From an optimization exercise on the open Yosys and OpenROAD flow, aimed at small area, a short achievable clock period and few clock cycles per item; shortcuts taken in it are not production practice. Function was checked by simulation only, so behaviour that the tests miss may differ from the original. Power is estimated from default activity; no workload was simulated.

[flow/standard.sh]
#!/bin/bash
# synth_recipe.tcl (not shown) runs the flow's synth.tcl, then flattens the netlist and writes it again
# the make line also repeats each setting of config.mk as NAME=value (left out here)
make -C /OpenROAD-flow-scripts/flow DESIGN_CONFIG=/design/flow/config.mk WORK_HOME=/design/flow/orfs CLKGATE_MAP_FILE= SYNTH_SCRIPT=/design/flow/synth_recipe.tcl "${@:-finish}"
[flow/constraint.sdc]
create_clock -name core_clock -period 9.0 [get_ports {clk}]
set_input_delay 1.8000 -clock core_clock [delete_from_list [all_inputs] [get_ports {clk}]]
set_output_delay 1.8000 -clock core_clock [all_outputs]
set_load 0.01 [all_outputs]
[flow/config.mk]
export PLATFORM = sky130hd
export DESIGN_NAME = ws_frame_rx
export DESIGN_NICKNAME = ws_frame_rx
export VERILOG_FILES = /design/flow/design.v
export SDC_FILE = /design/flow/constraint.sdc
export NUM_CORES = 4
export LEC_CHECK = 0
export ABC_AREA = 1
export CAP_MARGIN = 20
export CORE_MARGIN = 2
export CORE_UTILIZATION = 50
export CTS_BUF_LIST = sky130_fd_sc_hd__clkbuf_8
export CTS_CLUSTER_DIAMETER = 50
export CTS_CLUSTER_SIZE = 20
export PLACE_DENSITY = 0.6
export SETUP_SLACK_MARGIN = 5
export SLEW_MARGIN = 20
[flow/flow/run.sh]
#!/bin/bash
# Own flow: the standard layout (standard.sh, unchanged synthesis) with
# a tighter setup target for repair_timing, the smallest buffer on the
# ports and clock tree synthesis without dummy loads. All tool output goes
# to logs in this folder (standard_own.log, and ORFS's logs under orfs/).
set -euo pipefail
MARGIN=${MARGIN:-5.95}
CTS="-sink_clustering_enable -repair_clock_nets -buf_list sky130_fd_sc_hd__clkbuf_8 -sink_clustering_size 30 -sink_clustering_max_diameter 40 -dont_use_dummy_load"
sed -e "s/SETUP_SLACK_MARGIN=[0-9.]*/SETUP_SLACK_MARGIN=$MARGIN/" \
    -e "s|\"\${@:-finish}\"|BUFFER_PORTS_ARGS='-buffer_cell sky130_fd_sc_hd__buf_1' CTS_ARGS='$CTS' \"\${@:-finish}\"|" \
    standard.sh > standard_own.sh
bash standard_own.sh > standard_own.log 2>&1
[flow/design.v]
module ws_crc16_byte (
  input  wire [15:0] crc_in,
  input  wire [7:0]  data,
  output wire [15:0] crc_out
);
  wire [7:0]  x0 = crc_in[15:8] ^ data;
  wire [7:0]  x  = x0 ^ {4'd0, x0[7:4]};
  assign crc_out = {crc_in[7:0], 8'd0} ^ {x[3:0], 12'd0} ^ {3'd0, x, 5'd0} ^ {8'd0, x};
endmodule
module ws_framer (
  input  wire        clk,
  input  wire        rst,
  input  wire        in_valid,
  input  wire [7:0]  in_data,
  output wire        in_ready,
  input  wire        ev_take,
  output reg         ev_valid,
  output reg         ev_crc_err,
  output reg  [1:0]  ev_tag,
  output reg  [7:0]  ev_command,
  output reg  [7:0]  ev_status,
  output reg  [7:0]  ev_length,
  output reg  [63:0] ev_raw,
  output reg  [15:0] ev_stored,
  output reg  [15:0] ev_computed,
  output wire        load1,        
  output wire        load2         
);
  reg  [5:0] pos;
  reg        rdy;                  
  assign in_ready = rdy;
  wire acc    = in_valid && rdy;
  wire is_aa  = (in_data == 8'hAA);
  wire is_tag = (in_data == 8'h01) || (in_data == 8'h02) || (in_data == 8'h03);
  reg  [5:0] pos_n;
  always @* begin
    pos_n = pos;
    if (acc)
      case (pos)
        6'd0: pos_n = is_aa ? 6'd1 : 6'd0;
        6'd1: pos_n = is_tag ? 6'd2 : is_aa ? 6'd1 : 6'd0;
        6'd2: pos_n = (in_data == 8'h55) ? 6'd3 : is_aa ? 6'd1 : 6'd0;
        6'd3: pos_n = (in_data == 8'hC3) ? 6'd4 : is_aa ? 6'd1 : 6'd0;
        default: pos_n = pos + 6'd1;    
      endcase
  end
  wire evv_n = (ev_valid && !ev_take) || (acc && pos == 6'd63);
  always @(posedge clk) begin
    if (rst) begin
      pos      <= 6'd0;
      rdy      <= 1'b1;
      ev_valid <= 1'b0;
    end else begin
      pos      <= pos_n;
      rdy      <= !evv_n || (acc ? (pos == 6'd63 || (pos == 6'd0 && !is_aa))
                                 : (pos == 6'd0));
      ev_valid <= evv_n;
    end
  end
  wire   ld    = (ev_tag == 2'd1) ? (pos == 6'd15) : (pos == 6'd11);
  assign load1 = ld;
  assign load2 = ld && (ev_tag != 2'd2);
  wire [15:0] crc_next;
  ws_crc16_byte u_crc (.crc_in(ev_computed), .data(in_data), .crc_out(crc_next));
  always @(posedge clk) begin
    if (acc) begin
      if (pos == 6'd1) ev_tag <= in_data[1:0] - 2'd1;
      if (pos == 6'd3) ev_computed <= 16'hFFFF;
      if (pos >= 6'd4 && pos <= 6'd61)
        ev_computed <= crc_next;
      if (pos == 6'd4)  ev_command    <= in_data;
      if (pos == 6'd5)  ev_status     <= in_data;
      if (pos == 6'd6)  ev_length     <= in_data;
      if (pos == 6'd7)  ev_raw[7:0]   <= in_data;
      if (pos == 6'd8)  ev_raw[15:8]  <= in_data;
      if (pos == 6'd9)  ev_raw[23:16] <= in_data;
      if (pos == 6'd10) ev_raw[31:24] <= in_data;
      if (pos == 6'd11) ev_raw[39:32] <= in_data;
      if (pos == 6'd12) ev_raw[47:40] <= in_data;
      if (pos == 6'd13) ev_raw[55:48] <= in_data;
      if (pos == 6'd14) ev_raw[63:56] <= in_data;
      if (pos == 6'd62) ev_stored[15:8] <= in_data;
      if (pos == 6'd63) begin
        ev_stored[7:0] <= in_data;
        ev_crc_err     <= (ev_computed != {ev_stored[15:8], in_data});
      end
    end
  end
endmodule
module ws_div_f64 #(
  parameter RW = 7                  
) (
  input  wire         clk,
  input  wire         rst,
  input  wire         start,        
  input  wire         sel25,        
  input  wire         sel125,       
  input  wire         sgn,
  input  wire [23:0]  lv,
  input  wire [10:0]  ex0,
  input  wire         post,         
  input  wire         post_first,   
  input  wire         t_hi,         
  input  wire         t_lo,
  output reg          pre,          
  output reg          sign,
  output reg  [10:0]  expo,
  output reg  [51:0]  frac
);
  reg          odd;                 
  reg          bh, bl;              
  reg  [RW-1:0] rem;
  wire d25  = sel25;
  wire d125 = (RW == 7) && sel125;
  wire [7:0] x1a = {3'd0, rem[4:0], bh};
  wire       g1a = (x1a >= 8'd25);
  wire [7:0] y1a = g1a ? x1a - 8'd25 : x1a;
  wire [7:0] x2a = {2'd0, y1a[4:0], bl};
  wire       g2a = (x2a >= 8'd25);
  wire [7:0] y2a = g2a ? x2a - 8'd25 : x2a;
  wire [7:0] x1b = {rem, bh};
  wire       g1b = (x1b >= 8'd125);
  wire [7:0] y1b = g1b ? x1b - 8'd125 : x1b;
  wire [7:0] x2b = {y1b[RW-1:0], bl};
  wire       g2b = (x2b >= 8'd125);
  wire [7:0] y2b = g2b ? x2b - 8'd125 : x2b;
  wire          q_hi = d25 ? g1a : d125 ? g1b : bh;
  wire          q_lo = d25 ? g2a : d125 ? g2b : bl;
  wire [RW-1:0] r1   = d125 ? y1b[RW-1:0] : d25 ? y1a[RW-1:0] : {RW{1'b0}};
  wire [RW-1:0] r2   = d125 ? y2b[RW-1:0] : d25 ? y2a[RW-1:0] : {RW{1'b0}};
  wire odd_n = pre ? q_hi : odd;
  wire lvz   = (lv == 24'd0);
  always @(posedge clk) begin
    if (rst)
      pre <= 1'b0;
    else if (start)
      pre <= !lvz;
    else if (pre && (q_hi || q_lo))
      pre <= 1'b0;
  end
  always @(posedge clk) begin
    if (start) begin
      sign <= sgn;
      frac <= {lv, 28'd0};
      rem  <= {RW{1'b0}};
      odd  <= 1'b0;
      bh   <= lv[23];
      bl   <= lv[22];
      expo <= lvz ? 11'h7FF : ex0;
    end else if (pre || post) begin
      frac <= {frac[49:0], post & q_hi, post & q_lo};
      rem  <= (pre && q_hi) ? r1 : r2;
      odd  <= odd_n;
      bh   <= (odd_n ? frac[50] : frac[49]) | t_hi;
      bl   <= (odd_n ? frac[49] : frac[48]) | t_lo;
      if (pre)
        expo <= expo - 11'd2;
      if (post_first)
        expo <= expo + (odd ? 11'd2 : 11'd1);
    end
  end
endmodule
module ws_f32_to_f64 #(
  parameter TRACTION = 1            
) (
  input  wire [1:0]  mode,
  input  wire [15:0] n,             
  input  wire [15:0] w,             
  input  wire [31:0] f,             
  output wire [23:0] lv,            
  output wire [10:0] ex0            
);
  wire [7:0] e    = f[30:23];
  wire       e_z  = (e == 8'd0);
  wire       e_ff = (e == 8'hFF);
  wire [15:0] low_set;
  assign low_set[0] = 1'b0;
  genvar i;
  generate
    for (i = 1; i < 16; i = i + 1) begin : g_abs
      assign low_set[i] = low_set[i-1] | n[i-1];
    end
  endgenerate
  wire [15:0] mag = n ^ ({16{n[15]}} & low_set);
  wire hr = mode[0];
  wire tr = (TRACTION != 0) && mode[1] && !mode[0];
  wire nm = !hr && !tr;
  assign lv = ({24{hr}} & {!e_z, f[22:0]})
            | ({24{tr}} & {w, 8'd0})
            | ({24{nm}} & {mag, 8'd0});
  wire [10:0] ex_hr = e_ff ? 11'h7FF : e_z ? 11'd897 :
                      {e[7], {3{!e[7]}}, e[6:0]};
  assign ex0 = hr ? ex_hr : tr ? 11'd1035 : 11'd1036;
endmodule
module ws_decoder (
  input  wire [1:0]  tag,
  input  wire [63:0] raw,
  output wire        sign1,
  output wire        sign2
);
  assign sign1 = (tag == 2'd0) ? raw[15] : (tag == 2'd1) ? raw[31] : 1'b0;
  assign sign2 = (tag == 2'd0) ? raw[31] : raw[63];
endmodule
module ws_frame_rx (
  input  wire        clk,
  input  wire        rst,
  input  wire        in_valid,
  input  wire [7:0]  in_data,
  output wire        in_ready,
  output wire        ev_valid,
  input  wire        ev_ready,
  output wire        ev_crc_err,
  output wire [1:0]  ev_tag,
  output wire [7:0]  ev_command,
  output wire [7:0]  ev_status,
  output wire [7:0]  ev_length,
  output wire [63:0] ev_raw,
  output wire [63:0] ev_value1,
  output wire [63:0] ev_value2,
  output wire [15:0] ev_stored,
  output wire [15:0] ev_computed
);
  wire load1, load2;
  wire pre1, pre2;
  reg        busy, post;
  reg  [4:0] cnt;
  wire [4:0] cnt_n  = cnt + 5'd1;
  wire       d25    = (ev_tag == 2'd0);
  wire       d125   = (ev_tag == 2'd2);
  wire       t_hi   = post && ((d25 && cnt_n == 5'd24) ||
                               (d125 && (cnt_n == 5'd23 || cnt_n == 5'd24 || cnt_n == 5'd25)));
  wire       t_lo   = post && ((d25 && cnt_n == 5'd24) ||
                               (d125 && (cnt_n == 5'd23 || cnt_n == 5'd24)));
  always @(posedge clk) begin
    if (rst) begin
      busy <= 1'b0;
      post <= 1'b0;
    end else if (load1 || load2) begin
      busy <= 1'b1;
      post <= 1'b0;
    end else if (busy && !post && !pre1 && !pre2) begin
      post <= 1'b1;
    end else if (post && cnt == 5'd25) begin
      busy <= 1'b0;
      post <= 1'b0;
    end
  end
  always @(posedge clk)
    cnt <= post ? cnt_n : 5'd0;
  ws_framer u_framer (
    .clk(clk), .rst(rst),
    .in_valid(in_valid), .in_data(in_data), .in_ready(in_ready),
    .ev_take(ev_valid && ev_ready), .ev_valid(ev_valid),
    .ev_crc_err(ev_crc_err), .ev_tag(ev_tag), .ev_command(ev_command),
    .ev_status(ev_status), .ev_length(ev_length), .ev_raw(ev_raw),
    .ev_stored(ev_stored), .ev_computed(ev_computed),
    .load1(load1), .load2(load2)
  );
  wire [23:0] lv1;
  wire [10:0] ex1;
  ws_f32_to_f64 #(.TRACTION(1)) u_op1 (
    .mode(ev_tag), .n(ev_raw[15:0]), .w(ev_raw[31:16]), .f(ev_raw[31:0]),
    .lv(lv1), .ex0(ex1)
  );
  ws_div_f64 #(.RW(7)) u_eng1 (
    .clk(clk), .rst(rst), .start(load1),
    .sel25(ev_tag == 2'd0), .sel125(ev_tag == 2'd2), .sgn(sgn1),
    .lv(lv1), .ex0(ex1),
    .post(post), .post_first(post && cnt == 5'd0), .t_hi(t_hi), .t_lo(t_lo),
    .pre(pre1), .sign(ev_value1[63]), .expo(ev_value1[62:52]), .frac(ev_value1[51:0])
  );
  wire [23:0] lv2;
  wire [10:0] ex2;
  ws_f32_to_f64 #(.TRACTION(0)) u_op2 (
    .mode(ev_tag), .n(ev_raw[31:16]), .w(16'd0), .f(ev_raw[63:32]),
    .lv(lv2), .ex0(ex2)
  );
  ws_div_f64 #(.RW(5)) u_eng2 (
    .clk(clk), .rst(rst), .start(load2),
    .sel25(ev_tag == 2'd0), .sel125(1'b0), .sgn(sgn2),
    .lv(lv2), .ex0(ex2),
    .post(post), .post_first(post && cnt == 5'd0), .t_hi(t_hi), .t_lo(t_lo),
    .pre(pre2), .sign(ev_value2[63]), .expo(ev_value2[62:52]), .frac(ev_value2[51:0])
  );
  wire sgn1, sgn2;
  ws_decoder u_sign (
    .tag(ev_tag), .raw(ev_raw), .sign1(sgn1), .sign2(sgn2)
  );
endmodule
==> parameters.txt, run 1 <==
Parameter                              Value

Status
  Status    finished clean

STA
  Largest clock skew in the final design    about 0.084 ns
  Final worst slack    ~6 ns
  Worst slew margin relative to its limit    0.314
  Final period demand of the worst path    3.08 ns
  Worst Max-Slew Pin Slew    1.02 ns
  Fmax    325 MHz
  Setup TNS Final    0 ns
  Post-route clock period utilization    0.342
  Final-report setup violation count    0
  Final-report max-slew violation count    0
  Number of hold-slack violations in the final timing report    0
  Setup repair after global routing missed its margin    yes

Route
  Wire length per cell    around 18 um
  Remaining DRCs    0
  DRC marker count from the first detailed-route iteration    1203
  First-pass DRT Iterations    6
  Wire length reported by the detailed router    between 40000 and 50000 um
  Antenna-violating nets left    0
  Via density per instance    5.49
  Via count    between 10000 and 15000

Hold path
  Hold Crit Class    register to register
  Min-delay src    u_eng1.rem[5]

Placed design
  Worst slack at placement    approximately 5.1 ns
  Placed Instances    2236
  Total cell area at the placement stage    16000 sq um
  Global placement routability congestion    0.906
  # port buffers    around 260
  Detailed-placement wirelength estimate    29900 um

Die
  X dimension of the die    175 um
  Die Area    30600 sq um
  Placeable core region    28800 sq um
  Initial cell density of the core    0.508
  I/O pin total    265
  Number of placement rows    between 60 and 70
  Die H    175 um

Worst setup path
  Type of the worst setup path    register to output pin
  Worst setup EP type    output pin
  Startpoint type of the worst setup path    register
  WP data required    around 7.2 ns
  Crit path cell chain    buf_12, buf_6
  Worst path slowest cell    sky130_fd_sc_hd__edfxtp_1
  Largest stage delay, worst path    0.46 ns
  Peak fanout along the critical path    3
  Launch point of the worst path    u_framer.ev_tag[0]
  Crit path arrival time    approximately 1.3 ns
  Worst r2r src    u_framer.ev_tag[0]

CTS
  Register clock-pin slew on the reported worst setup and hold paths    ~0.08 ns
  Skew-Pair Late Insertion Delay    0.58 ns
  CTS Buffer Depth    3
  Root Buffer Master    sky130_fd_sc_hd__clkbuf_8
  Total clock sinks    286
  CTS Buf Count    41
  Max H-tree Level    2
  CTS tree    done
  Hold buffer count at CTS    0

Synth
  Number of distinct library cells after synthesis    53
  Leading post-synthesis cells by instance count    381 x sky130_fd_sc_hd__nand2_1, 199 x sky130_fd_sc_hd__edfxtp_1, 189 x sky130_fd_sc_hd__inv_1, 127 x sky130_fd_sc_hd__nand3_1, 115 x sky130_fd_sc_hd__nor2_1
  Post-synth design cell area    14600 sq um
  Most used DFF post-synth    sky130_fd_sc_hd__edfxtp_1
  Async set-reset flop share out of synthesis    0
  Count leader, synth    sky130_fd_sc_hd__nand2_1
  Net count after synthesis    1676
  Avg Synthesized Cell Area    8.96 sq um
  Mapped Cells    1634
  Area share of the largest cell type after synthesis    0.408
  Proportion of synthesized chip area in sequential cells    0.527
  Synth warnings    4
  Synthesized flop and latch total    286
  Top cell type by total area after synthesis    sky130_fd_sc_hd__edfxtp_1
  Biggest area contributors in the synthesized netlist    sky130_fd_sc_hd__edfxtp_1 41%, sky130_fd_sc_hd__dfxtp_1 12%, sky130_fd_sc_hd__nand2_1 9.8%
  Count of flip-flops with a built-in enable after synthesis    199

Global routing
  Grt ovf    0
  First-pass GRT wire length    64800 um
  Number of antenna violations at the first check in global routing    1
  Maximum number of pins on one net before global-route repair    66
  Vias in the first global route    between 10000 and 15000
  Overall fraction of global-route tracks in use    0.271

Finish
  Number of antenna cells inserted    0
  Post-layout net count    1988
  Post-route non-filler standard cell count    2328
  Final std cell area, no fill    17200 sq um
  Fraction of layout cells with a size suffix above 1    0.101
  Area added between synthesis and finish    17.4%

Power
  LEAKAGE    6.83 nW
  Peak supply drop    0.0000959 V
  Total power consumption of the routed design    2.62 mW
  Cell area power density    153 nW/um^2

Run
  Max-capacitance violation count    0
what timing repair did:
| action | in CTS | in global routing |
|---|---|---|
| cloned | 2 | 2 |
| pin swaps | 0 | 1 |
| buffers inserted | 23 | 24 |
| resized for setup | 23 | 37 |
| endpoints found under the hold margin | 0 | 0 |
| setup endpoints to repair | 137 | 206 |
stage by stage:
step,utilization,hold WS [ns]
final,0.597,0.463
after global routing,0.597,0.486
after CTS,0.586,0.462
after detailed placement,0.556,0.454
after global placement,0.556,0.447
after floorplan,-,0.426
area by class of cell:
class                           instances  area, sq um
Fill cell                            2701        11600
Multi-Input combinational cell       1089         6030
Inverter                              196          766
Sequential cell                       286         7720
Tap cell                              384          480
Clock buffer                           41          564
Timing Repair inverter                  2         12.5
Timing Repair Buffer                  330         1610
metal layers:
layer / GRT usage / share of wire / vias up / routed length (um)
li1: - / - / 6137 / -
met1: 0.381 / 0.43 / 6046 / 18600
met2: 0.433 / 0.47 / 518 / 20000
met3: 0.0448 / 0.076 / 83 / 3280
met4: 0.0778 / 0.024 / 0 / 1040
met5: 0 / 0 / - / 0
placed cells by master (no fill, tap or decap), types with 6 or more instances in the layout:
master	n
sky130_fd_sc_hd__a22oi_1	27
sky130_fd_sc_hd__a21oi_1	67
sky130_fd_sc_hd__xnor2_1	16
sky130_fd_sc_hd__a22o_1	6
sky130_fd_sc_hd__inv_1	184
sky130_fd_sc_hd__nor2_2	15
sky130_fd_sc_hd__a32o_1	8
sky130_fd_sc_hd__o21ai_1	6
sky130_fd_sc_hd__ha_1	28
sky130_fd_sc_hd__nand2_1	378
sky130_fd_sc_hd__nand4_1	18
sky130_fd_sc_hd__nor2_1	106
sky130_fd_sc_hd__nor3_1	17
sky130_fd_sc_hd__o22ai_1	19
sky130_fd_sc_hd__clkinvlp_4	7
sky130_fd_sc_hd__dfxtp_1	87
sky130_fd_sc_hd__or2_2	8
sky130_fd_sc_hd__buf_1	252
sky130_fd_sc_hd__xor2_1	59
sky130_fd_sc_hd__o211ai_1	16
sky130_fd_sc_hd__nand3_1	126
sky130_fd_sc_hd__a31oi_1	7
sky130_fd_sc_hd__nor4_1	16
sky130_fd_sc_hd__clkbuf_8	41
sky130_fd_sc_hd__edfxtp_1	199
sky130_fd_sc_hd__o21ai_0	75
sky130_fd_sc_hd__buf_4	58
worst max-delay path: cells and delay by family, from the launching register on:
family                 cells  cell delay, ns
flip-flops                 1            0.46
buffers and inverters      2            0.28
final timing paths:
kind / to / slack [ns] / cells after the start
setup / recovery: ev_tag[0] / 5.92 / 2
hold / removal: u_eng1.rem[5] / 0.46 / 2
setup reg to reg: u_eng2.bl / 6.11 / 15
hold reg to reg: u_eng1.rem[5] / 0.46 / 2
power by group:
part	internal (mW)	total (mW)	switching, mW
registers	1.43	1.46	0.0270
clock network	0.402	0.855	0.453
logic	0.106	0.310	0.204
total	1.94	2.62	0.684
sequential cells by signal (all words and copies together) (netlist names), 2 cells and up:
signal,flops
u_framer.pos,6
u_framer.ev_raw,64
cnt,5
u_eng1.expo,11
u_framer.ev_command,8
u_framer.ev_status,8
u_framer.ev_tag,2
u_framer.ev_stored,16
u_eng2.frac,52
u_eng2.rem,5
u_framer.ev_length,8
u_eng2.expo,11
u_eng1.frac,52
u_framer.ev_computed,16
u_eng1.rem,7
logic make-up after synthesis:
| family | share of synthesized area |
|---|---|
| multiplexers | 0.000684 |
| buffers and inverters | 0.0698 |
| adder cells (fa/ha/maj) | 0.0267 |
| XOR/XNOR | 0.0501 |
| AO/OA/AOI/OAI | 0.107 |
| AND/OR/NAND/NOR | 0.218 |
| flip-flops | 0.527 |
Testbench counts, summed over its fixed seeds: cycles 24,942, bytes 24,934.
==> run 2: changes to the inputs <==
--- a/flow/flow/run.sh
+++ b/flow/flow/run.sh
@@ -4,7 +4,7 @@
 # ports and clock tree synthesis without dummy loads. All tool output goes
 # to logs in this folder (standard_own.log, and ORFS's logs under orfs/).
 set -euo pipefail
-MARGIN=${MARGIN:-5.95}
+MARGIN=${MARGIN:-5.85}
 CTS="-sink_clustering_enable -repair_clock_nets -buf_list sky130_fd_sc_hd__clkbuf_8 -sink_clustering_size 30 -sink_clustering_max_diameter 40 -dont_use_dummy_load"
 sed -e "s/SETUP_SLACK_MARGIN=[0-9.]*/SETUP_SLACK_MARGIN=$MARGIN/" \
     -e "s|\"\${@:-finish}\"|BUFFER_PORTS_ARGS='-buffer_cell sky130_fd_sc_hd__buf_1' CTS_ARGS='$CTS' \"\${@:-finish}\"|" \
==> run 2 against run 1 <==
  * Synthesized cell count did not move
  * Critical path depth down 1
  * Die area unchanged
  * Global-route usage fell by 0.16 points
  * Largest power group unchanged
  * Worst setup slack lost 0.0021 ns
  * Combinational power decreased by 2%
  * Routed wire length is 2.0% lower
==> parameters.txt, run 2 <==
Parameter                              Value

Synth
  Avg Synthesized Cell Area    8.96 sq um (unchanged)
  Count of flip-flops with a built-in enable after synthesis    199 (unchanged)
  Post-synth design cell area    14600 sq um (unchanged)
  Top cell type by total area after synthesis    sky130_fd_sc_hd__edfxtp_1
  Leading post-synthesis cells by instance count    381 x sky130_fd_sc_hd__nand2_1, 199 x sky130_fd_sc_hd__edfxtp_1, 189 x sky130_fd_sc_hd__inv_1, 127 x sky130_fd_sc_hd__nand3_1, 115 x sky130_fd_sc_hd__nor2_1
  Number of distinct library cells after synthesis    53 (unchanged)
  Net count after synthesis    1676 (unchanged)
  Mapped Cells    1634 (unchanged)
  Most used DFF post-synth    sky130_fd_sc_hd__edfxtp_1
  Area share of the largest cell type after synthesis    0.408 (unchanged)
  Synthesized flop and latch total    286 (unchanged)
  Proportion of synthesized chip area in sequential cells    0.527 (unchanged)
  Count leader, synth    sky130_fd_sc_hd__nand2_1
  Synth warnings    4 (unchanged)
  Async set-reset flop share out of synthesis    0 (unchanged)
  Biggest area contributors in the synthesized netlist    sky130_fd_sc_hd__edfxtp_1 41%, sky130_fd_sc_hd__dfxtp_1 12%, sky130_fd_sc_hd__nand2_1 9.8%

Global routing
  Maximum number of pins on one net before global-route repair    66 (unchanged)
  Global Route met1 Usage    0.380 (-0.00109)
  Vias in the first global route    11578 (-0.043%)
  Overall fraction of global-route tracks in use    0.269 (-0.00161)
  Number of antenna violations at the first check in global routing    0 (-1)
  Most used routing layer    met2
  Grt met2 use    0.421 (-0.0127)
  M3 GR Usage    0.0479 (+0.00305)
  Grt ovf    0 (unchanged)
  First-pass GRT wire length    64600 um (-0.32%)

CTS
  Skew-Pair Late Insertion Delay    0.56 ns (-0.02 ns)
  Register clock-pin slew on the reported worst setup and hold paths    0.04 ns (-0.04 ns)
  Max H-tree Level    2 (unchanged)
  Root Buffer Master    sky130_fd_sc_hd__clkbuf_8
  CTS Buffer Depth    3 (unchanged)
  CTS Buf Count    42 (+2.4%)
  Total clock sinks    286 (unchanged)
  Hold buffer count at CTS    0 (unchanged)
  CTS tree    done

Die
  Initial cell density of the core    0.508 (unchanged)
  Die H    175 um (unchanged)
  Number of placement rows    62 (unchanged)
  I/O pin total    265 (unchanged)
  X dimension of the die    175 um (unchanged)
  Placeable core region    28800 sq um (unchanged)
  Die Area    30600 sq um (unchanged)

Hold path
  Cell depth of the worst min-delay path    2 (unchanged)
  Min-delay src    u_eng1.rem[0]
  End point of the worst hold path    u_eng1.rem[0]
  Hold Crit Class    register to register

Worst setup path
  WP data required    7.20 ns (about the same)
  Type of the worst setup path    register to output pin
  Worst r2r src    u_framer.ev_tag[0]
  Worst setup EP type    output pin
  Path depth of the worst reg2reg path    12 (-3)
  Worst path slowest cell    sky130_fd_sc_hd__edfxtp_1
  Critical register-to-register path endpoint    u_eng2.expo[4]
  Crit path arrival time    1.28 ns (about the same)
  Startpoint type of the worst setup path    register
  Crit path cell chain    buf_1
  Bufs and invs on worst path    1 (-1)
  Register-to-register setup slack    6.13 ns (+0.02 ns)
  Peak fanout along the critical path    6 (+3)
  Largest stage delay, worst path    0.57 ns (+0.11 ns)
  Kind of cell adding the most delay to the critical path    flip-flops

STA
  Smallest hold slack    0.452 ns (-0.0110 ns)
  Setup TNS Final    0 ns (unchanged)
  Final-report max-slew violation count    0 (unchanged)
  Largest clock skew in the final design    0.0628 ns (-0.0215 ns)
  Post-route clock period utilization    0.342 (about the same)
  Final period demand of the worst path    3.08 ns (+0.00211 ns)
  Setup repair after global routing missed its margin    yes
  Worst Max-Slew Pin Slew    0.996 ns (-0.0241 ns)
  Number of hold-slack violations in the final timing report    0 (unchanged)
  Worst slew margin relative to its limit    0.331 (+0.0162)
  Final-report setup violation count    0 (unchanged)
  Fmax    325 MHz (about the same)
  Final worst slack    5.92 ns (-0.00211 ns)

Finish
  Sequential cell area    7720 sq um (unchanged)
  Top reg by flops    u_framer.ev_raw
  Fraction of layout cells with a size suffix above 1    0.0742 (-0.0272)
  Commonest non-fill, non-tap cell in the layout    sky130_fd_sc_hd__nand2_1
  Largest regs    u_framer.ev_raw (64), u_eng1.frac (52), u_eng2.frac (52)
  Number of antenna cells inserted    0 (unchanged)
  Commonest non-fill, non-tap cells in the layout    379 x sky130_fd_sc_hd__nand2_1, 262 x sky130_fd_sc_hd__buf_1, 199 x sky130_fd_sc_hd__edfxtp_1
  Area used by multi-input combinational logic    5950 sq um (-1.3%)
  Final std cell area, no fill    16900 sq um (-1.9%)
  Number of fill cells in the layout    2651 (-1.9%)
  Area added between synthesis and finish    15.2%
  Number of flip-flops under the largest register name    64 (unchanged)
  Post-layout net count    1959 (-1.5%)

Route
  DRC marker count from the first detailed-route iteration    1319 (+9.6%)
  Remaining DRCs    0 (unchanged)
  Wire length reported by the detailed router    42100 um (-2.0%)
  First-pass DRT Iterations    6 (unchanged)
  Wire length per cell    18.3 um (-0.73%)
  Antenna-violating nets left    0 (unchanged)
  Via density per instance    5.47 (-0.47%)
  Via count    12565 (-1.7%)

Power
  Total power consumption of the routed design    2.61 mW (-0.23%)
  LEAKAGE    6.65 nW (-2.7%)
  Peak supply drop    0.0000980 V (+2.2%)
  Cell area power density    155 nW/um^2 (+1.7%)

Placed design
  Global placement routability congestion    0.932 (+2.9%)
  Total cell area at the placement stage    16000 sq um (unchanged)
  # port buffers    264 (unchanged)
  Detailed-placement wirelength estimate    29800 um (-0.44%)
  Worst slack at placement    4.62 ns (-0.509 ns)

Run
  Max-capacitance violation count    0 (unchanged)

Status
  Status    finished clean
[run 2: cell counts after synthesis]
Identical to the previous run, type by type.
[run 2: logic make-up (layout without fill, tap and decap cells)]
| kind of cell | after synthesis | in the layout | share of synthesized area |
|---|---|---|---|
| XOR/XNOR | 82 | 82 | 0.0501 |
| adder cells (fa/ha/maj) | 30 | 30 | 0.0267 |
| AO/OA/AOI/OAI | 257 | 257 | 0.107 |
| buffers and inverters | 259 | 540 | 0.0698 |
| AND/OR/NAND/NOR | 719 | 719 | 0.218 |
| flip-flops | 286 | 286 | 0.527 |
| multiplexers | 1 | 1 | 0.000684 |
[run 2: layout make-up]
class | instances | area share
Timing Repair Buffer | 301 | 0.0808
Sequential cell | 286 | 0.458
Timing Repair inverter | 1 | 0.000445
Tap cell | 384 | 0.0285
Multi-Input combinational cell | 1089 | 0.353
Clock buffer | 42 | 0.0343
Inverter | 196 | 0.0448
[run 2: timing repair]
action / CTS / global route
gates resized for setup: 17 / 11
setup buffers: 6 / 10
setup endpoints to repair: 152 / 103
gates cloned: 3 / 0
[run 2: per-layer routing]
metal  share of wire  up-vias
li1                -     6079
met4           0.032        0
met1            0.44     5942
met5               0        -
met3           0.071       82
met2            0.46      462
[run 2: tightest hold or removal path, cell delays in order (launching register included)]
cell and delay, ns:
sky130_fd_sc_hd__dfxtp_1 0.30, sky130_fd_sc_hd__nand2_1 0.06, sky130_fd_sc_hd__nand2_1 0.04
[run 2: where the power goes]
part	total (mW)	leakage (nW)	switching, mW	internal, mW
Sequential	1.46	2.51	0.0270	1.43
Combinational	0.305	3.84	0.202	0.103
Clock	0.853	0.302	0.442	0.411
Total	2.61	6.65	0.672	1.94
[run 2: worst max-delay path by stage]
stage	depth (start not counted)	start	end	slack, ns
3_5_place_dp	9	u_framer.ev_tag[0]	u_eng2.frac[32]	4.62
6_report	1	u_framer.ev_raw[27]	ev_raw[27]	5.92
4_1_cts	5	in_data[3]	u_framer.ev_computed[15]	5.86
5_1_grt	5	in_valid	u_framer.ev_raw[26]	5.85
2_1_floorplan	5	in_valid	u_framer.rdy	5.82
3_3_place_gp	9	u_framer.ev_tag[0]	u_eng2.frac[28]	4.75
[run 2: stage by stage]
step	utilization	std cells
after floorplan	-	1634
after global placement	0.556	2238
after detailed placement	0.556	2238
after CTS	0.582	2289
after global routing	0.586	2299
final	0.586	2299
==> run 3: changes to the inputs <==
--- a/flow/design.v
+++ b/flow/design.v
@@ -68,22 +68,22 @@
       if (pos == 6'd3) ev_computed <= 16'hFFFF;
       if (pos >= 6'd4 && pos <= 6'd61)
         ev_computed <= crc_next;
-      if (pos == 6'd4)  ev_command    <= in_data;
-      if (pos == 6'd5)  ev_status     <= in_data;
-      if (pos == 6'd6)  ev_length     <= in_data;
-      if (pos == 6'd7)  ev_raw[7:0]   <= in_data;
-      if (pos == 6'd8)  ev_raw[15:8]  <= in_data;
-      if (pos == 6'd9)  ev_raw[23:16] <= in_data;
-      if (pos == 6'd10) ev_raw[31:24] <= in_data;
-      if (pos == 6'd11) ev_raw[39:32] <= in_data;
-      if (pos == 6'd12) ev_raw[47:40] <= in_data;
-      if (pos == 6'd13) ev_raw[55:48] <= in_data;
-      if (pos == 6'd14) ev_raw[63:56] <= in_data;
-      if (pos == 6'd62) ev_stored[15:8] <= in_data;
-      if (pos == 6'd63) begin
-        ev_stored[7:0] <= in_data;
-        ev_crc_err     <= (ev_computed != {ev_stored[15:8], in_data});
-      end
+    end
+    if (pos == 6'd4)  ev_command    <= in_data;
+    if (pos == 6'd5)  ev_status     <= in_data;
+    if (pos == 6'd6)  ev_length     <= in_data;
+    if (pos == 6'd7)  ev_raw[7:0]   <= in_data;
+    if (pos == 6'd8)  ev_raw[15:8]  <= in_data;
+    if (pos == 6'd9)  ev_raw[23:16] <= in_data;
+    if (pos == 6'd10) ev_raw[31:24] <= in_data;
+    if (pos == 6'd11) ev_raw[39:32] <= in_data;
+    if (pos == 6'd12) ev_raw[47:40] <= in_data;
+    if (pos == 6'd13) ev_raw[55:48] <= in_data;
+    if (pos == 6'd14) ev_raw[63:56] <= in_data;
+    if (pos == 6'd62) ev_stored[15:8] <= in_data;
+    if (pos == 6'd63) begin
+      ev_stored[7:0] <= in_data;
+      ev_crc_err     <= (ev_computed != {ev_stored[15:8], in_data});
     end
   end
 endmodule
--- a/flow/flow/run.sh
+++ b/flow/flow/run.sh
@@ -4,7 +4,7 @@
 # ports and clock tree synthesis without dummy loads. All tool output goes
 # to logs in this folder (standard_own.log, and ORFS's logs under orfs/).
 set -euo pipefail
-MARGIN=${MARGIN:-5.85}
+MARGIN=${MARGIN:-5.95}
 CTS="-sink_clustering_enable -repair_clock_nets -buf_list sky130_fd_sc_hd__clkbuf_8 -sink_clustering_size 30 -sink_clustering_max_diameter 40 -dont_use_dummy_load"
 sed -e "s/SETUP_SLACK_MARGIN=[0-9.]*/SETUP_SLACK_MARGIN=$MARGIN/" \
     -e "s|\"\${@:-finish}\"|BUFFER_PORTS_ARGS='-buffer_cell sky130_fd_sc_hd__buf_1' CTS_ARGS='$CTS' \"\${@:-finish}\"|" \
==> run 3 against run 2 <==
  * Largest power group unchanged
  * Count of clock-buffer cells in the layout is 2 lower
  * Area after synthesis is 0.50% lower
  * Combinational power is 15% lower
  * Maximum frequency is 0.20% higher
  * Flip-flop and latch count stayed put
  * Still clean
  * Routed wire length is 3.3% higher
==> parameters.txt, run 3 <==
Parameter                              Value

Synth
  Mapped Cells    1635 (+0.061%)
  Top cell type by total area after synthesis    sky130_fd_sc_hd__edfxtp_1
  Leading post-synthesis cells by instance count    367 x sky130_fd_sc_hd__nand2_1, 199 x sky130_fd_sc_hd__edfxtp_1, 190 x sky130_fd_sc_hd__inv_1, 129 x sky130_fd_sc_hd__nor2_1, 118 x sky130_fd_sc_hd__nand3_1
  Biggest area contributors in the synthesized netlist    sky130_fd_sc_hd__edfxtp_1 41%, sky130_fd_sc_hd__dfxtp_1 12%, sky130_fd_sc_hd__nand2_1 9.5%
  Proportion of synthesized chip area in sequential cells    0.530 (+0.00267)
  Async set-reset flop share out of synthesis    0 (unchanged)
  Number of distinct library cells after synthesis    57 (+7.5%)
  Synth warnings    4 (unchanged)
  Avg Synthesized Cell Area    8.90 sq um (-0.57%)
  Most used DFF post-synth    sky130_fd_sc_hd__edfxtp_1
  Count leader, synth    sky130_fd_sc_hd__nand2_1
  Post-synth design cell area    14600 sq um (-0.50%)
  Net count after synthesis    1678 (+0.12%)
  Synthesized flop and latch total    286 (unchanged)
  Count of flip-flops with a built-in enable after synthesis    199 (unchanged)
  Area share of the largest cell type after synthesis    0.410 (+0.00207)

Power
  Total power consumption of the routed design    2.55 mW (-2.6%)
  Cell area power density    151 nW/um^2 (-3.0%)
  LEAKAGE    6.70 nW (+0.79%)
  Peak supply drop    0.000124 V (+27%)

STA
  Setup repair after global routing missed its margin    yes
  Final-report setup violation count    0 (unchanged)
  Largest clock skew in the final design    0.0611 ns (-0.00163 ns)
  Final worst slack    5.93 ns (+0.00604 ns)
  Number of hold-slack violations in the final timing report    0 (unchanged)
  Fmax    326 MHz (+0.20%)
  Final period demand of the worst path    3.07 ns (-0.00604 ns)
  Worst Max-Slew Pin Slew    0.962 ns (-0.0341 ns)
  Worst slew margin relative to its limit    0.359 (+0.0282)
  Final-report max-slew violation count    0 (unchanged)
  Smallest hold slack    0.453 ns (+0.000702 ns)
  Post-route clock period utilization    0.341 (-0.000671)
  Setup TNS Final    0 ns (unchanged)

Route
  Via count    12841 (+2.2%)
  Antenna-violating nets left    0 (unchanged)
  Remaining DRCs    0 (unchanged)
  Detailed route wirelength on metal2    19900 um (+3.2%)
  Wire length reported by the detailed router    43500 um (+3.3%)
  Uppermost metal layer occupied by signal nets    met4
  Wire length per cell    18.8 um (+2.4%)
  DRC marker count from the first detailed-route iteration    1157 (-12%)
  First-pass DRT Iterations    6 (unchanged)
  WL met1    18900 um (+2.1%)
  Length of routed met3 wiring    3590 um (+20%)
  Via density per instance    5.54 (+1.4%)

CTS
  Max H-tree Level    2 (unchanged)
  Total clock sinks    286 (unchanged)
  CTS Buffer Depth    3 (unchanged)
  Register clock-pin slew on the reported worst setup and hold paths    0.08 ns (+0.04 ns)
  Skew-Pair Late Insertion Delay    0.55 ns (about the same)
  Root Buffer Master    sky130_fd_sc_hd__clkbuf_8
  CTS Buf Count    40 (-4.8%)
  CTS tree    done

Die
  Die H    175 um (-0.25%)
  Initial cell density of the core    0.507 (-0.00120)
  Placeable core region    28700 sq um (-0.27%)
  X dimension of the die    175 um (-0.25%)
  Die Area    30500 sq um (-0.49%)
  Number of placement rows    62 (unchanged)
  I/O pin total    265 (unchanged)

Run
  Max-capacitance violation count    0 (unchanged)

Global routing
  Grt ovf    0 (unchanged)
  Maximum number of pins on one net before global-route repair    61 (-7.6%)
  Vias in the first global route    11716 (+1.2%)
  Number of antenna violations at the first check in global routing    1 (+1)
  First-pass GRT wire length    66100 um (+2.4%)
  Overall fraction of global-route tracks in use    0.277 (+0.00787)

Placed design
  Detailed-placement wirelength estimate    30900 um (+3.8%)
  Global placement routability congestion    0.909 (-2.5%)
  Worst slack at placement    5.18 ns (+0.560 ns)
  Total cell area at the placement stage    15900 sq um (-0.44%)
  # port buffers    264 (unchanged)
  Placed Instances    2239 (+0.045%)

Hold path
  Hold Crit Class    register to register
  Min-delay src    u_eng1.rem[6]
  Cell depth of the worst min-delay path    2 (unchanged)
  End point of the worst hold path    u_eng1.rem[6]

Worst setup path
  Type of the worst setup path    register to output pin
  Worst setup EP type    output pin
  Startpoint type of the worst setup path    register
  Worst r2r src    u_framer.ev_tag[0]
  Path depth of the worst reg2reg path    13 (+1)
  Critical register-to-register path endpoint    u_eng2.bl
  Register-to-register setup slack    6.14 ns (about the same)
  Crit path arrival time    1.27 ns (about the same)
  Peak fanout along the critical path    3 (-3)
  WP data required    7.20 ns (about the same)

Finish
  Largest regs    u_framer.ev_raw (64), u_eng1.frac (52), u_eng2.frac (52)
  Top reg by flops    u_framer.ev_raw
  Area added between synthesis and finish    16.2%
  Fraction of layout cells with a size suffix above 1    0.0832 (+0.00910)
  End-of-flow core utilization    0.589 (+0.00398)
  Number of flip-flops under the largest register name    64 (unchanged)
  Commonest non-fill, non-tap cell in the layout    sky130_fd_sc_hd__nand2_1
  Post-layout net count    1979 (+1.0%)
  Post-route non-filler standard cell count    2318 (+0.83%)
  Commonest non-fill, non-tap cells in the layout    366 x sky130_fd_sc_hd__nand2_1, 259 x sky130_fd_sc_hd__buf_1, 199 x sky130_fd_sc_hd__edfxtp_1
  Final std cell area, no fill    16900 sq um (+0.41%)
  Number of antenna cells inserted    0 (unchanged)

Status
  Status    finished clean
run 3: changes by cell type after synthesis, sizes merged, moves of 7 or more:
cell and change:
xor2 -15, nand2 -17, nor2 +12, o21ai +7, nand3 -10, buf -7
run 3: final cells by class:
cell class	count	area, sq um
inverters	203	774
repair buffers	321	1520
clock buffers	40	551
flip-flops and latches	286	7720
fillers	2689	11800
multi-input cells	1084	5880
well taps	384	480
run 3: what timing repair did:
item / in CTS / in global routing
setup endpoints to repair: 136 / 110
pin swaps: 0 / 1
hold buffers: 0 / 0
buffers inserted: 22 / 15
gates resized for setup: 17 / 14
cloned: 2 / 0
run 3: layer usage:
metal | GRT usage | up-vias
met4 | 0.0872 | 0
li1 | - | 6145
met3 | 0.0453 | 72
met2 | 0.429 | 579
met5 | 0 | -
met1 | 0.400 | 6045
run 3: critical path, stage by stage (launching register included):
cell	delay, ns
sky130_fd_sc_hd__edfxtp_1	0.44
sky130_fd_sc_hd__buf_12	0.16
sky130_fd_sc_hd__buf_6	0.11
run 3: cell families after synthesis:
| logic type | Yosys count | synth area share |
|---|---|---|
| simple gates | 705 | 0.212 |
| compound gates | 282 | 0.119 |
| flops | 286 | 0.530 |
| buf+inv | 265 | 0.0706 |
| xor+xnor | 66 | 0.0413 |
| fa+ha+maj | 31 | 0.0277 |
run 3: how the worst max path moves through the flow:
stage,startpoint,to,slack (ns)
2_1_floorplan,in_data[7],u_framer.ev_computed[15],5.99
3_3_place_gp,u_framer.ev_tag[0],u_eng2.frac[35],5.27
3_5_place_dp,u_framer.ev_tag[0],u_eng2.frac[37],5.18
4_1_cts,u_framer.ev_tag[0],ev_tag[0],5.89
5_1_grt,u_eng2.bh,u_eng2.rem[2],5.82
6_report,u_framer.ev_tag[0],ev_tag[0],5.93
run 3: report_power, final:
group / internal [mW] / leakage, nW / switching, mW / total [mW]
clock network: 0.393 / 0.288 / 0.450 / 0.843
registers: 1.42 / 2.50 / 0.0214 / 1.44
logic: 0.0853 / 3.91 / 0.175 / 0.260
Testbench counts of run 3, summed over its fixed seeds: cycles 24,942, bytes 24,934.
==> run 4: changes to the inputs <==
--- a/flow/flow/run.sh
+++ b/flow/flow/run.sh
@@ -4,7 +4,7 @@
 # ports and clock tree synthesis without dummy loads. All tool output goes
 # to logs in this folder (standard_own.log, and ORFS's logs under orfs/).
 set -euo pipefail
-MARGIN=${MARGIN:-5.95}
+MARGIN=${MARGIN:-5.85}
 CTS="-sink_clustering_enable -repair_clock_nets -buf_list sky130_fd_sc_hd__clkbuf_8 -sink_clustering_size 30 -sink_clustering_max_diameter 40 -dont_use_dummy_load"
 sed -e "s/SETUP_SLACK_MARGIN=[0-9.]*/SETUP_SLACK_MARGIN=$MARGIN/" \
     -e "s|\"\${@:-finish}\"|BUFFER_PORTS_ARGS='-buffer_cell sky130_fd_sc_hd__buf_1' CTS_ARGS='$CTS' \"\${@:-finish}\"|" \
==> run 4 against run 3 <==
  * Critical endpoint is now ev_raw[17]
  * Maximum frequency shrank 1.4%
  * Routed wire length down 0.73%
  * Utilization is 0.66 points lower
  * Largest power group unchanged
  * Critical path depth down 1
  * Die area is the same
  * Still clean on timing, DRC and antenna
  * Sequential power barely moved
  * Worst hold slack worse by 0.00058 ns
==> parameters.txt, run 4 <==
Parameter                              Value

Hold path
  Hold Crit Class    register to register
  Min-delay src    u_eng1.rem[6]
  End point of the worst hold path    u_eng1.rem[6]
  Cell depth of the worst min-delay path    2 (unchanged)

Power
  Total power consumption of the routed design    2.55 mW (about the same)
  LEAKAGE    6.60 nW (-1.5%)
  Cell area power density    152 nW/um^2 (+1.1%)
  Peak supply drop    0.000123 V (-0.77%)

Global routing
  Number of antenna violations at the first check in global routing    1 (unchanged)
  Maximum number of pins on one net before global-route repair    61 (unchanged)
  Overall fraction of global-route tracks in use    0.276 (-0.00143)
  First-pass GRT wire length    65800 um (-0.41%)
  Vias in the first global route    11659 (-0.49%)
  Grt ovf    0 (unchanged)

Placed design
  # port buffers    264 (unchanged)
  Global placement routability congestion    0.909 (unchanged)
  Placed Instances    2239 (unchanged)
  Worst slack at placement    5.18 ns (unchanged)
  Detailed-placement wirelength estimate    30900 um (unchanged)
  Total cell area at the placement stage    15900 sq um (unchanged)

CTS
  CTS Buf Count    40 (unchanged)
  Max H-tree Level    2 (unchanged)
  Register clock-pin slew on the reported worst setup and hold paths    0.08 ns (about the same)
  Root Buffer Master    sky130_fd_sc_hd__clkbuf_8
  Total clock sinks    286 (unchanged)
  CTS tree    done
  CTS Buffer Depth    3 (unchanged)
  Skew-Pair Late Insertion Delay    0.56 ns (about the same)

STA
  Setup TNS Final    0 ns (unchanged)
  Worst slew margin relative to its limit    0.365 (+0.00612)
  Number of hold-slack violations in the final timing report    0 (unchanged)
  Final worst slack    5.89 ns (-0.0429 ns)
  Final-report max-slew violation count    0 (unchanged)
  Worst Max-Slew Pin Slew    0.953 ns (-0.00918 ns)
  Largest clock skew in the final design    0.0591 ns (-0.00206 ns)
  Post-route clock period utilization    0.346 (+0.00477)
  Smallest hold slack    0.452 ns (-0.000584 ns)
  Final-report setup violation count    0 (unchanged)
  Final period demand of the worst path    3.11 ns (+0.0429 ns)
  Fmax    321 MHz (-1.4%)
  Setup repair after global routing missed its margin    no

Worst setup path
  Kind of cell adding the most delay to the critical path    flip-flops
  Register-to-register setup slack    6.11 ns (-0.03 ns)
  Critical register-to-register path endpoint    u_eng2.bl
  Startpoint type of the worst setup path    register
  Largest stage delay, worst path    0.57 ns (+0.13 ns)
  Crit path cell chain    buf_1
  Peak fanout along the critical path    5 (+2)
  Worst setup EP type    output pin
  WP data required    7.20 ns (about the same)
  Worst path slowest cell    sky130_fd_sc_hd__edfxtp_1
  Worst r2r src    u_eng2.bh
  Launch point of the worst path    u_framer.ev_raw[17]
  Type of the worst setup path    register to output pin
  Bufs and invs on worst path    1 (-1)
  Path depth of the worst reg2reg path    15 (+2)
  Crit path arrival time    1.31 ns (+0.04 ns)

Synth
  Top cell type by total area after synthesis    sky130_fd_sc_hd__edfxtp_1
  Avg Synthesized Cell Area    8.90 sq um (unchanged)
  Synthesized flop and latch total    286 (unchanged)
  Area share of the largest cell type after synthesis    0.410 (unchanged)
  Synth warnings    4 (unchanged)
  Async set-reset flop share out of synthesis    0 (unchanged)
  Count leader, synth    sky130_fd_sc_hd__nand2_1
  Biggest area contributors in the synthesized netlist    sky130_fd_sc_hd__edfxtp_1 41%, sky130_fd_sc_hd__dfxtp_1 12%, sky130_fd_sc_hd__nand2_1 9.5%
  Number of distinct library cells after synthesis    57 (unchanged)
  Mapped Cells    1635 (unchanged)
  Count of flip-flops with a built-in enable after synthesis    199 (unchanged)
  Net count after synthesis    1678 (unchanged)
  Most used DFF post-synth    sky130_fd_sc_hd__edfxtp_1
  Post-synth design cell area    14600 sq um (unchanged)
  Proportion of synthesized chip area in sequential cells    0.530 (unchanged)
  Leading post-synthesis cells by instance count    367 x sky130_fd_sc_hd__nand2_1, 199 x sky130_fd_sc_hd__edfxtp_1, 190 x sky130_fd_sc_hd__inv_1, 129 x sky130_fd_sc_hd__nor2_1, 118 x sky130_fd_sc_hd__nand3_1

Finish
  Final std cell area, no fill    16700 sq um (-1.1%)
  Post-layout net count    1958 (-1.1%)
  Number of antenna cells inserted    0 (unchanged)
  End-of-flow core utilization    0.583 (-0.00663)
  Fraction of layout cells with a size suffix above 1    0.0721 (-0.0111)
  Number of flip-flops under the largest register name    64 (unchanged)
  Post-route non-filler standard cell count    2297 (-0.91%)
  Commonest non-fill, non-tap cells in the layout    366 x sky130_fd_sc_hd__nand2_1, 261 x sky130_fd_sc_hd__buf_1, 199 x sky130_fd_sc_hd__edfxtp_1
  Commonest non-fill, non-tap cell in the layout    sky130_fd_sc_hd__nand2_1
  Largest regs    u_framer.ev_raw (64), u_eng1.frac (52), u_eng2.frac (52)
  Top reg by flops    u_framer.ev_raw
  Number of fill cells in the layout    2701 (+0.45%)
  Area added between synthesis and finish    14.9%

Route
  Via count    12738 (-0.80%)
  Via density per instance    5.55 (+0.10%)
  Wire length reported by the detailed router    43200 um (-0.73%)
  Antenna-violating nets left    0 (unchanged)
  First-pass DRT Iterations    5 (-1)
  Remaining DRCs    0 (unchanged)
  Wire length per cell    18.8 um (+0.18%)
  DRC marker count from the first detailed-route iteration    1141 (-1.4%)

Die
  Placeable core region    28700 sq um (unchanged)
  Die Area    30500 sq um (unchanged)
  X dimension of the die    175 um (unchanged)
  Initial cell density of the core    0.507 (unchanged)
  Number of placement rows    62 (unchanged)
  Die H    175 um (unchanged)
  I/O pin total    265 (unchanged)

Status
  Status    finished clean

Run
  Max-capacitance violation count    0 (unchanged)
[run 4: cell counts after synthesis]
No cell type changed its count.
[run 4: cells by family after synthesis]
family / count (synthesis) / share of synthesized area
adder cells (fa/ha/maj): 31 / 0.0277
AO/OA/AOI/OAI: 282 / 0.119
buffers and inverters: 265 / 0.0706
XOR/XNOR: 66 / 0.0413
flip-flops: 286 / 0.530
AND/OR/NAND/NOR: 705 / 0.212
[run 4: layout make-up]
type | instances | area (sq um) | share of cell area
timing repair buffer | 300 | 1340 | 0.0801
inverter | 203 | 771 | 0.0461
sequential | 286 | 7720 | 0.461
clock buffer | 40 | 551 | 0.0329
multi-input combinational | 1084 | 5870 | 0.351
tap | 384 | 480 | 0.0287
[run 4: power breakdown]
group | switching, mW | internal, mW
clock | 0.451 | 0.393
sequential | 0.0216 | 1.42
combinational | 0.174 | 0.0846
total | 0.646 | 1.90
[run 4: worst max-delay path by stage]
| stage | to | slack [ns] | depth (start not counted) |
|---|---|---|---|
| 2_1_floorplan | u_framer.ev_computed[15] | 5.99 | 6 |
| 3_3_place_gp | u_eng2.frac[35] | 5.27 | 10 |
| 3_5_place_dp | u_eng2.frac[37] | 5.18 | 10 |
| 4_1_cts | u_eng2.frac[28] | 5.84 | 10 |
| 5_1_grt | u_eng2.rem[2] | 5.83 | 18 |
| 6_report | ev_raw[17] | 5.89 | 1 |
[run 4: layer usage]
layer,track usage,wire (um),up-vias
met5,0,0,-
met4,0.0819,1070,0
met3,0.0466,3720,66
met2,0.427,19700,579
met1,0.399,18700,5995
li1,-,-,6098
[run 4: what timing repair did]
| action | 4_1_cts | 5_1_grt |
|---|---|---|
| hold buffers | 0 | 0 |
| gates cloned | 2 | 0 |
| setup endpoints to repair | 122 | 64 |
| pin swaps | 0 | 1 |
| resized for setup | 9 | 15 |
| setup buffers | 8 | 8 |
==> run 5: changes to the inputs <==
--- a/flow/config.mk
+++ b/flow/config.mk
@@ -5,7 +5,7 @@
 export SDC_FILE = /design/flow/constraint.sdc
 export NUM_CORES = 4
 export LEC_CHECK = 0
-export ABC_AREA = 1
+export ABC_AREA = 0
 export CAP_MARGIN = 20
 export CORE_MARGIN = 2
 export CORE_UTILIZATION = 50
==> run 5 against run 4 <==
  * Still clean on timing, DRC and antenna
  * Worst setup slack worse by 0.066 ns
  * Utilization up 3.6 points
  * Worst hold slack worse by 0.0030 ns
  * Design area up 7.1%
  * Routed wire length up 7.8%
  * Global-route usage up 0.84 points
  * First-iteration DRC count up 11%
  * Maximum frequency down 2.1%
  * Non-clock buffer count up 79
  * Combinational power down 17%
  * Critical path type unchanged
  * Critical endpoint is now ev_raw[28]
  * Largest cell class unchanged
==> parameters.txt, run 5 <==
Parameter                              Value

Route
  Via density per instance    5.97 (+7.6%)
  Remaining DRCs    0 (unchanged)
  Antenna-violating nets left    0 (unchanged)
  Via count    13190 (+3.5%)
  First-pass DRT Iterations    5 (unchanged)
  Wire length per cell    21.0 um (+12%)
  DRC marker count from the first detailed-route iteration    1266 (+11%)
  Wire length reported by the detailed router    46500 um (+7.8%)

Finish
  Number of fill cells in the layout    2508 (-7.1%)
  Number of flip-flops under the largest register name    64 (unchanged)
  Fraction of layout cells with a size suffix above 1    0.134 (+0.0614)
  Top reg by flops    u_framer.ev_raw
  Sequential cell area    7720 sq um (about the same)
  Commonest non-fill, non-tap cells in the layout    260 x sky130_fd_sc_hd__buf_1, 225 x sky130_fd_sc_hd__nand2_1, 199 x sky130_fd_sc_hd__edfxtp_1
  Area used by multi-input combinational logic    6850 sq um (+17%)
  Number of antenna cells inserted    0 (unchanged)
  Commonest non-fill, non-tap cell in the layout    sky130_fd_sc_hd__buf_1
  Post-layout net count    1872 (-4.4%)
  Largest regs    u_framer.ev_raw (64), u_eng1.frac (52), u_eng2.frac (52)
  End-of-flow core utilization    0.619 (+0.0362)
  Area added between synthesis and finish    21.0%

Die
  Initial cell density of the core    0.512 (+0.00427)
  Placeable core region    28900 sq um (+0.81%)
  X dimension of the die    176 um (+0.81%)
  Die H    176 um (+0.81%)
  Die Area    31000 sq um (+1.6%)
  Number of placement rows    62 (unchanged)
  I/O pin total    265 (unchanged)

Synth
  Avg Synthesized Cell Area    9.87 sq um (+11%)
  Synthesized flop and latch total    286 (unchanged)
  Top cell type by total area after synthesis    sky130_fd_sc_hd__edfxtp_1
  Count of flip-flops with a built-in enable after synthesis    199 (unchanged)
  Post-synth design cell area    14800 sq um (+1.7%)
  Number of distinct library cells after synthesis    76 (+33%)
  Count leader, synth    sky130_fd_sc_hd__nand2_1
  Area share of the largest cell type after synthesis    0.404 (-0.00670)
  Biggest area contributors in the synthesized netlist    sky130_fd_sc_hd__edfxtp_1 40%, sky130_fd_sc_hd__dfxtp_1 12%, sky130_fd_sc_hd__nand2_1 5.7%
  Most used DFF post-synth    sky130_fd_sc_hd__edfxtp_1
  Proportion of synthesized chip area in sequential cells    0.521 (-0.00865)
  Mapped Cells    1499 (-8.3%)
  Synth warnings    4 (unchanged)
  Async set-reset flop share out of synthesis    0 (unchanged)
  Leading post-synthesis cells by instance count    226 x sky130_fd_sc_hd__nand2_1, 199 x sky130_fd_sc_hd__edfxtp_1, 114 x sky130_fd_sc_hd__a21oi_1, 87 x sky130_fd_sc_hd__dfxtp_1, 79 x sky130_fd_sc_hd__nand3_1
  Net count after synthesis    1542 (-8.1%)

Worst setup path
  Largest stage delay, worst path    0.43 ns (-0.14 ns)
  Launch point of the worst path    u_framer.ev_raw[28]
  WP data required    7.20 ns (about the same)
  Peak fanout along the critical path    3 (-2)
  Worst setup EP type    output pin
  Startpoint type of the worst setup path    register
  Type of the worst setup path    register to output pin
  Crit path arrival time    1.38 ns (+0.07 ns)
  Worst r2r src    u_framer.ev_raw[10]
  Worst path slowest cell    sky130_fd_sc_hd__edfxtp_1
  Crit path cell chain    buf_4, buf_1

STA
  Worst slew margin relative to its limit    0.320 (-0.0453)
  Final-report setup violation count    0 (unchanged)
  Worst Max-Slew Pin Slew    0.995 ns (+0.0422 ns)
  Post-route clock period utilization    0.353 (+0.00735)
  Setup TNS Final    0 ns (unchanged)
  Setup repair after global routing missed its margin    yes
  Number of hold-slack violations in the final timing report    0 (unchanged)
  Final-report max-slew violation count    0 (unchanged)
  Final period demand of the worst path    3.18 ns (+0.0661 ns)
  Fmax    314 MHz (-2.1%)
  Largest clock skew in the final design    0.0607 ns (+0.00165 ns)

Hold path
  Min-delay src    busy
  Hold Crit Class    register to register

CTS
  Total clock sinks    286 (unchanged)
  Max H-tree Level    2 (unchanged)
  Skew-Pair Late Insertion Delay    0.56 ns (about the same)
  Root Buffer Master    sky130_fd_sc_hd__clkbuf_8
  CTS Buf Count    40 (unchanged)
  CTS Buffer Depth    3 (unchanged)
  Register clock-pin slew on the reported worst setup and hold paths    0.10 ns (+0.02 ns)
  CTS tree    done

Power
  LEAKAGE    6.33 nW (-4.0%)
  Cell area power density    139 nW/um^2 (-8.7%)
  Peak supply drop    0.000120 V (-2.7%)

Status
  Status    finished clean

Placed design
  Detailed-placement wirelength estimate    30500 um (-1.3%)
  Global placement routability congestion    0.922 (+1.5%)
  # port buffers    264 (unchanged)

Global routing
  Maximum number of pins on one net before global-route repair    62 (+1.6%)
  Vias in the first global route    12231 (+4.9%)
  Grt ovf    0 (unchanged)
  First-pass GRT wire length    69000 um (+4.9%)
  Overall fraction of global-route tracks in use    0.284 (+0.00838)
  Number of antenna violations at the first check in global routing    0 (-1)

Run
  Max-capacitance violation count    0 (unchanged)
[run 5: cell count changes in the layout (fill, tap and decap cells not counted), sizes merged, moves of 20 or more]
cell / previous run / this run
inv: 196 / 36
nand3: 126 / 79
o22ai: 25 / 5
nand2: 371 / 226
nor2: 138 / 76
mux2i: 0 / 23
buf: 295 / 370
a21oi: 68 / 114
xnor2: 18 / 39
[run 5: timing repair]
action	CTS	global route
cloned	6	5
endpoints found under the setup margin	156	104
setup buffers	47	38
hold endpoints to repair	0	0
hold buffers	0	0
resized for setup	44	51
pin swaps	5	16
[run 5: through the flow]
stage	instance area [sq um]	hold slack, ns	instances	power (mW)	setup slack (ns)
finish	17900	0.449	2211	2.49	5.82
global route	17900	0.473	2211	2.58	5.75
CTS	17400	0.450	2168	2.49	5.79
detailed placement	16100	0.442	2075	1.66	4.95
global placement	16100	0.439	2075	1.66	5.06
floorplan	14900	0.432	1499	1.59	5.86
[run 5: logic make-up (layout without fill, tap and decap cells)]
| family | count (synthesis) | count (layout) | share of synthesized area |
|---|---|---|---|
| adders and majority gates | 31 | 31 | 0.0272 |
| AOI/OAI and AO/OA | 352 | 352 | 0.153 |
| xor gates and xnor gates | 86 | 86 | 0.0509 |
| and+or+nand+nor | 575 | 576 | 0.188 |
| DFF | 286 | 286 | 0.521 |
| muxes | 34 | 34 | 0.0239 |
| buffers and inverters | 135 | 462 | 0.0356 |
[run 5: cell type report]
type	instances	share of cell area
flip-flops and latches	286	0.431
multi-input cells	1079	0.382
repair buffers	379	0.119
clock buffers	40	0.0307
well taps	384	0.0268
inverters	41	0.00922
repair inverters	2	0.000838
[run 5: worst paths after layout]
| path | end | slack (ns) | depth (start not counted) |
|---|---|---|---|
| max | ev_raw[28] | 5.82 | 2 |
| min | busy | 0.45 | 2 |
| max reg2reg | u_eng1.expo[2] | 5.82 | 7 |
| min reg2reg | busy | 0.45 | 2 |
[run 5: where the power goes]
group	switching, mW	leakage [nW]	internal (mW)
logic	0.128	3.50	0.0861
clock network	0.443	0.288	0.393
registers	0.0291	2.55	1.41
[run 5: metal layers]
metal | vias up | wire (um) | GRT usage
met5 | - | 0 | 0
met3 | 89 | 4070 | 0.0728
li1 | 6150 | - | -
met4 | 0 | 1220 | 0.0902
met1 | 6380 | 19300 | 0.377
met2 | 571 | 21900 | 0.457
[run 5: critical path, delay by kind of cell (launching register included)]
family,cells,cell delay (ns)
flops,1,0.43
buf+inv,2,0.38
==> run 6: changes to the inputs <==
--- a/flow/flow/run.sh
+++ b/flow/flow/run.sh
@@ -4,7 +4,7 @@
 # ports and clock tree synthesis without dummy loads. All tool output goes
 # to logs in this folder (standard_own.log, and ORFS's logs under orfs/).
 set -euo pipefail
-MARGIN=${MARGIN:-5.85}
+MARGIN=${MARGIN:-5.9}
 CTS="-sink_clustering_enable -repair_clock_nets -buf_list sky130_fd_sc_hd__clkbuf_8 -sink_clustering_size 30 -sink_clustering_max_diameter 40 -dont_use_dummy_load"
 sed -e "s/SETUP_SLACK_MARGIN=[0-9.]*/SETUP_SLACK_MARGIN=$MARGIN/" \
     -e "s|\"\${@:-finish}\"|BUFFER_PORTS_ARGS='-buffer_cell sky130_fd_sc_hd__buf_1' CTS_ARGS='$CTS' \"\${@:-finish}\"|" \
--- a/flow/config.mk
+++ b/flow/config.mk
@@ -5,7 +5,7 @@
 export SDC_FILE = /design/flow/constraint.sdc
 export NUM_CORES = 4
 export LEC_CHECK = 0
-export ABC_AREA = 0
+export ABC_AREA = 1
 export CAP_MARGIN = 20
 export CORE_MARGIN = 2
 export CORE_UTILIZATION = 50
==> run 6 against run 5 <==
  * Worst setup slack better by 0.11 ns
  * Clock power grew 1%
  * Critical endpoint is now ev_tag[0]
  * Power up 2.3%
  * Global-route usage down 0.80 points
  * Clock skew is 0.0042 ns lower
  * Count of clock-buffer cells in the layout stayed put
  * Design area is 6.2% lower
  * Largest power group unchanged
  * Register-to-register slack better by 0.26 ns
==> parameters.txt, run 6 <==
Parameter                              Value

Finish
  Number of antenna cells inserted    0 (unchanged)
  Fraction of layout cells with a size suffix above 1    0.0761 (-0.0575)
  Largest regs    u_framer.ev_raw (64), u_eng1.frac (52), u_eng2.frac (52)
  Top reg by flops    u_framer.ev_raw

CTS
  Total clock sinks    286 (unchanged)
  Skew-Pair Late Insertion Delay    0.55 ns (about the same)
  Root Buffer Master    sky130_fd_sc_hd__clkbuf_8
  Register clock-pin slew on the reported worst setup and hold paths    0.08 ns (-0.02 ns)

Synth
  Count leader, synth    sky130_fd_sc_hd__nand2_1
  Leading post-synthesis cells by instance count    367 x sky130_fd_sc_hd__nand2_1, 199 x sky130_fd_sc_hd__edfxtp_1, 190 x sky130_fd_sc_hd__inv_1, 129 x sky130_fd_sc_hd__nor2_1, 118 x sky130_fd_sc_hd__nand3_1
  Mapped Cells    1635 (+9.1%)
  Number of distinct library cells after synthesis    57 (-25%)
  Synth warnings    4 (unchanged)
  Post-synth design cell area    14600 sq um (-1.6%)
  Async set-reset flop share out of synthesis    0 (unchanged)
  Most used DFF post-synth    sky130_fd_sc_hd__edfxtp_1
  Avg Synthesized Cell Area    8.90 sq um (-9.8%)
  Proportion of synthesized chip area in sequential cells    0.530 (+0.00865)

Placed design
  # port buffers    264 (unchanged)
  Worst slack at placement    5.18 ns (+0.228 ns)

Worst setup path
  Crit path cell chain    buf_12, buf_6
  Peak fanout along the critical path    3 (unchanged)
  Startpoint type of the worst setup path    register
  Crit path arrival time    1.27 ns (-0.11 ns)
  Bufs and invs on worst path    2 (unchanged)
  Largest stage delay, worst path    0.44 ns (about the same)
  Worst setup EP type    output pin

Die
  Number of placement rows    62 (unchanged)
  Placeable core region    28700 sq um (-0.80%)
  Die H    175 um (-0.80%)

STA
  Final-report setup violation count    0 (unchanged)
  Final worst slack    5.93 ns (+0.108 ns)
  Setup TNS Final    0 ns (unchanged)
  Number of hold-slack violations in the final timing report    0 (unchanged)
  Post-route clock period utilization    0.341 (-0.0120)
  Fmax    325 MHz (+3.5%)
  Worst slew margin relative to its limit    0.358 (+0.0381)

Power
  Portion of total power attributed to combinational logic    0.102 (+0.016)
  Total power consumption of the routed design    2.55 mW (+2.3%)
  Net switching fraction of the power    0.254 (+0.0126)

Route
  Wire length per cell    18.8 um (-11%)
  Via count    12815 (-2.8%)
  DRC marker count from the first detailed-route iteration    1171 (-7.5%)

Global routing
  Grt ovf    0 (unchanged)
  First-pass GRT wire length    65900 um (-4.6%)
  Vias in the first global route    11688 (-4.4%)

Hold path
  Hold Crit Class    register to register

Status
  Status    finished clean

Run
  Max-capacitance violation count    0 (unchanged)
[run 6: cell count changes in the layout (fill, tap and decap cells not counted), sizes merged, moves of 46 or more]
cell   change
buf       -69
a21oi     -46
nor2      +62
nand2    +145
nand3     +47
inv      +159
[run 6: final cells by class]
type / count / area (sq um)
flip-flops and latches: 286 / 7720
multi-input cells: 1084 / 5870
well taps: 384 / 480
fillers: 2688 / 11900
repair buffers: 306 / 1410
clock buffers: 40 / 551
inverters: 203 / 779
[run 6: path summary, 6_finish.rpt]
| kind | start | endpoint | slack [ns] | cells past startpoint |
|---|---|---|---|---|
| max | u_framer.ev_tag[0] | ev_tag[0] | 5.93 | 2 |
| min | u_eng1.rem[6] | u_eng1.rem[6] | 0.45 | 2 |
| max reg2reg | u_framer.ev_tag[0] | u_eng2.bl | 6.08 | 13 |
| min reg2reg | u_eng1.rem[6] | u_eng1.rem[6] | 0.45 | 2 |
[run 6: logic make-up (layout without fill, tap and decap cells)]
group,after synthesis,after routing,synth area share
AO/OA/AOI/OAI,282,282,0.119
XOR/XNOR,66,66,0.0413
adder cells (fa/ha/maj),31,31,0.0277
buffers and inverters,265,549,0.0706
flip-flops,286,286,0.530
AND/OR/NAND/NOR,705,705,0.212
[run 6: power by group through the flow]
stage | Clock (mW) | Combinational, mW | Sequential (mW)
2_1_floorplan | 0 | 0.177 | 1.47
3_3_place_gp | 0 | 0.244 | 1.47
3_5_place_dp | 0 | 0.246 | 1.47
4_1_cts | 0.859 | 0.252 | 1.44
5_1_grt | 0.905 | 0.293 | 1.45
6_report | 0.844 | 0.261 | 1.44
[run 6: repair_timing]
item | 4_1_cts | 5_1_grt
cloned | 2 | 0
pin swaps | 0 | 1
buffers inserted | 13 | 9
resized for setup | 15 | 16
setup endpoints to repair | 127 | 77
[run 6: per-layer routing]
layer,share of wire,global-route usage,vias to the layer above
li1,-,-,6108
met1,0.43,0.399,6028
met2,0.45,0.427,596
met3,0.084,0.0459,83
met4,0.029,0.0861,0
met5,0,0,-
[run 6: tightest hold or removal path, stage by stage (launching register included)]
cell                      delay (ns)
sky130_fd_sc_hd__dfxtp_1        0.30
sky130_fd_sc_hd__nand2_1        0.06
sky130_fd_sc_hd__nand2_1        0.05
[run 6: through the flow]
stage / hold WS (ns) / std cells / area, sq um
3_5_place_dp: 0.446 / 2239 / 15900
5_1_grt: 0.499 / 2303 / 16800
2_1_floorplan: 0.426 / 1635 / 14600
4_1_cts: 0.455 / 2294 / 16700
3_3_place_gp: 0.440 / 2239 / 15900
6_report: 0.452 / 2303 / 16800

## port drivers added, routing unchanged
Ports are ideal in the flow. The routed layouts listed here were re-timed in OpenROAD.
Step 1 sets driving cells, clkbuf_16 on the clock port and buf_2 on the other inputs (assumed; they add their load-dependent delay and slew).
Step 2 also shifts input and output timing later by t, the mid clock arrival at the registers, as if the neighbouring blocks saw the same clock.
Three values: ideal, step 1, step 2; two values: the first two.
run	shift t [ns]	slack for setup (ns)	worst setup path at the end
run 1	0.585	5.924 / 5.875 / 5.396	input to register
run 2	0.571	5.922 / 5.877 / 5.435	input to register
run 3	0.580	5.928 / 5.879 / 5.546	input to register
run 4	0.584	5.885 / 5.836 / 5.591	input to register
run 5	0.582	5.819 / 5.770 / 5.396	input to register
run 6	0.581	5.927 / 5.880 / 5.563	input to register
After both steps setup and hold are still met in every run listed. The setup slack of run 1, which loses most, moves by -0.049 ns with the drivers and by -0.528 ns with both steps.
